From an optimization exercise on the open Yosys and OpenROAD flow, aimed at small area; shortcuts taken in it are not production practice. In this exercise RTL edits were held to simulation tests only and were not proved equivalent to the original. Power is estimated from default activity; no workload was simulated.

## fanctl
module fanctl (
    input  wire        clk,
    input  wire        rst,           
    input  wire        bus_wr,
    input  wire [2:0]  bus_addr,
    input  wire [31:0] bus_wdata,
    output reg  [31:0] bus_rdata,
    input  wire [7:0]  ticks,
    output wire        act_req,
    output wire [2:0]  act_op,
    output wire [5:0]  act_pin,
    output wire        act_val,
    input  wire        act_ack,
    input  wire        act_ok,
    input  wire [31:0] act_rdata,
    output reg         tr_set_valid,
    output wire [5:0]  tr_set_pin,
    output wire        tr_set_val,
    output reg         tr_dec_valid,
    output wire [3:0]  tr_dec_op,
    output wire [31:0] tr_dec_t,
    output reg  [3:0]  tr_dec_outcome,
    output wire [6:0]  tr_dec_perc,
    output wire        tr_dec_sleep
);
Size in the first run: about 1000 cells after synthesis, roughly 180 I/O pins, about 10000 µm² of cells after synthesis.
clock: 50.0 ns
lec_check: 0
abc_area: 1
cap_margin: 20
core_margin: 2
core_utilization: 50
cts_buf_list: sky130_fd_sc_hd__clkbuf_8
place_density: 0.6
slew_margin: 20
standard.sh (not shown) runs the stock make flow with config.mk's settings and CLKGATE_MAP_FILE= SYNTH_SCRIPT=/design/flow/synth_recipe.tcl, a recipe that flattens the netlist after the stock synthesis.
==> flow/flow/run.sh <==
#!/bin/bash
# Own layout flow: the standard flow (standard.sh) with these changes:
#  - synthesis skips the quick ABC pass inside Yosys's synth command (-noabc), so the
#    ripple-carry adders of the RTL reach extract_fa intact and map to full-adder cells
#    without extra inverters;
#  - the final ABC maps the synthesised logic with an area-oriented script
#    (flow/abc_area.script: a time-bounded &deepsyn, then three rounds of choice
#    computation and area mapping) in place of ORFS's abc_area.script; everything
#    else in synthesis is unchanged;
#  - the port buffers that placement inserts are the smallest buffer (buf_1), and
#    synthesis adds no buffers of its own between registers and ports (placement buffers
#    every port anyway);
#  - clock tree synthesis builds fewer, larger leaf clusters and adds no dummy loads.
# Each tool's output is kept in the ORFS logs under orfs/logs; standard.sh's own output
# goes to standard.log in this folder.
set -euo pipefail
W=$(pwd)
rm -rf "$W/scripts_own"
cp -r "$FLOW_HOME/scripts" "$W/scripts_own"
cp "$W/flow/abc_area.script" "$W/scripts_own/abc_area.script"
export SCRIPTS_DIR="$W/scripts_own"
export BUFFER_PORTS_ARGS="-buffer_cell sky130_fd_sc_hd__buf_1"
export SYNTH_INSBUF=0
export SYNTH_ARGS="-noabc"
# clock tree: clkbuf_8 clusters of up to 30 registers, no dummy balancing loads
export CTS_ARGS="-sink_clustering_enable -repair_clock_nets -dont_use_dummy_load -buf_list sky130_fd_sc_hd__clkbuf_8 -sink_clustering_size 30 -sink_clustering_max_diameter 150"
bash "$W/standard.sh" > "$W/standard.log" 2>&1
==> flow/flow/abc_area.script <==
strash
&get -n
&deepsyn -T 60
&nf -R 1000
&put
strash
&get -n
&st
&dch
&nf -R 1000
&put
strash
&get -n
&st
&dch
&nf -R 1000
&put
topo
Change:
--- a/flow/design.v
+++ b/flow/design.v
@@ -36,18 +36,20 @@
     output reg  [3:0]  tr_dec_outcome,
     output wire [6:0]  tr_dec_perc,
     output wire        tr_dec_sleep
 );
     localparam [2:0] ST_IDLE = 3'd0, ST_BUSY = 3'd1, ST_DONE = 3'd2,
                      ST_STOPPED = 3'd3, ST_FAULT = 3'd4;
     localparam [3:0] OP_FIXED = 4'h1, OP_HYST = 4'h2, OP_THERMO = 4'h3,
                      OP_RPIN = 4'h4, OP_RTEMP = 4'h5, OP_PULSE = 4'h6,
                      OP_STOP = 4'h7;
+    localparam [3:0] F_NONE = 4'd0, F_SENSOR = 4'd1, F_OPEN = 4'd2,
+                     F_CFG = 4'd3, F_IO = 4'd4, F_USAGE = 4'd5;
     localparam [3:0] O_SKIP = 4'd0, O_NONE = 4'd1, O_ON = 4'd2, O_OFF = 4'd3,
                      O_SLEEP = 4'd4, O_WAKE = 4'd5, O_INC = 4'd6,
                      O_DEC = 4'd7, O_HOLD = 4'd8;
     localparam [3:0] S_OPEN  = 4'b0000,
                      S_CFG   = 4'b0001,
                      S_SETH  = 4'b0010,    
                      S_GET   = 4'b0011,
                      S_CLOSE = 4'b0100,
                      S_BIND  = 4'b0101,
@@ -61,32 +63,32 @@
     localparam [2:0] E_IDLE = 3'd0, E_SENSOR = 3'd1, E_OPEN = 3'd2, E_CFG = 3'd3,
                      E_IO = 3'd4, E_USAGE = 3'd5, E_DONE = 3'd6, E_STOPPED = 3'd7;
     localparam [31:0] INVALID = 32'hFFFFFC19;    
     reg [31:0] cmdlat;            
     reg [2:0]  ctrl;              
     reg [31:0] temp;
     reg        tv;                
     reg [14:0] usec_c;            
     reg [2:0]  ecode;
-    reg [3:0]  seq;
-    wire       busy  = (seq != S_IDLE);
     wire       e_ds  = ecode[2] & ecode[1];
     wire [2:0] state = busy ? ST_BUSY : (ecode == 3'd0) ? ST_IDLE :
                        e_ds ? {2'b01, ecode[0]} : ST_FAULT;
     wire [3:0] fcode = {1'b0, ecode & {3{!e_ds && !busy}}};
     wire [1:0] l_verb  = ecode[1:0];
     wire       l_sfilt = ecode[2];
     wire       cv    = busy || (ecode != 3'd0);
     reg        held, sbound, line, lvalid, sleep, rej;
     reg [6:0]  perc;
+    reg [3:0]  seq;
     reg        stopreq;
     reg [14:0] wr;
     reg [5:0]  wc;
+    wire        busy   = (seq != S_IDLE);
     wire [3:0]  l_op   = cmdlat[3:0];
     wire [5:0]  l_pin  = cmdlat[9:4];
     wire [5:0]  f_fld  = cmdlat[15:10];
     wire [15:0] l_arg  = cmdlat[31:16];
     wire        setv   = wr[0];
     wire op_fixed  = (l_op[2:0] == 3'd1);
     wire op_hyst   = (l_op[2:0] == 3'd2);
     wire op_thermo = (l_op[2:0] == 3'd3);
     wire op_rpin   = (l_op[2:0] == 3'd4);
Result: The changed run produced a clean layout; sequential power came out lower by about 10%; non-clock buffer count drops by 3; register-to-register slack is worse by 310 ps; clock skew went up by 8.7 ps; via count shrinks by 1.5%; worst hold slack stays flat; wire length went down by 0.78%; die area increases by about 0.4%.

[static timing again, ports no longer ideal]
No port has a modelled driver above. Below, the same layouts with a new extraction and two added sets of constraints.
Step 1: set_driving_cell puts a clkbuf_16 on clk and a buf_2 on each other input, an assumption about the parent block.
Step 2, shift: input delay + t, output delay - t, t = (earliest + latest rising clock arrival at the registers) / 2. This alone moves slack from input paths to output paths.
a / b / c = ideal / step 1 / step 2; a / b = the first two.
| run | shift t [ns] | slack for setup (ns) | worst hold slack (ns) | cell pins on the clock port's net |
|---|---|---|---|---|
| the first run | 0.489 | 26.702 / 26.724 / 26.235 | 0.493 / 0.493 / 0.493 | 1 |
| the second run | 0.508 | 26.463 / 26.481 / 25.973 | 0.495 / 0.495 / 0.495 | 1 |
After both steps every run listed still meets setup and hold. For the second run, which loses most, drivers alone change the setup slack by +0.018 ns; drivers and shift together by -0.490 ns.
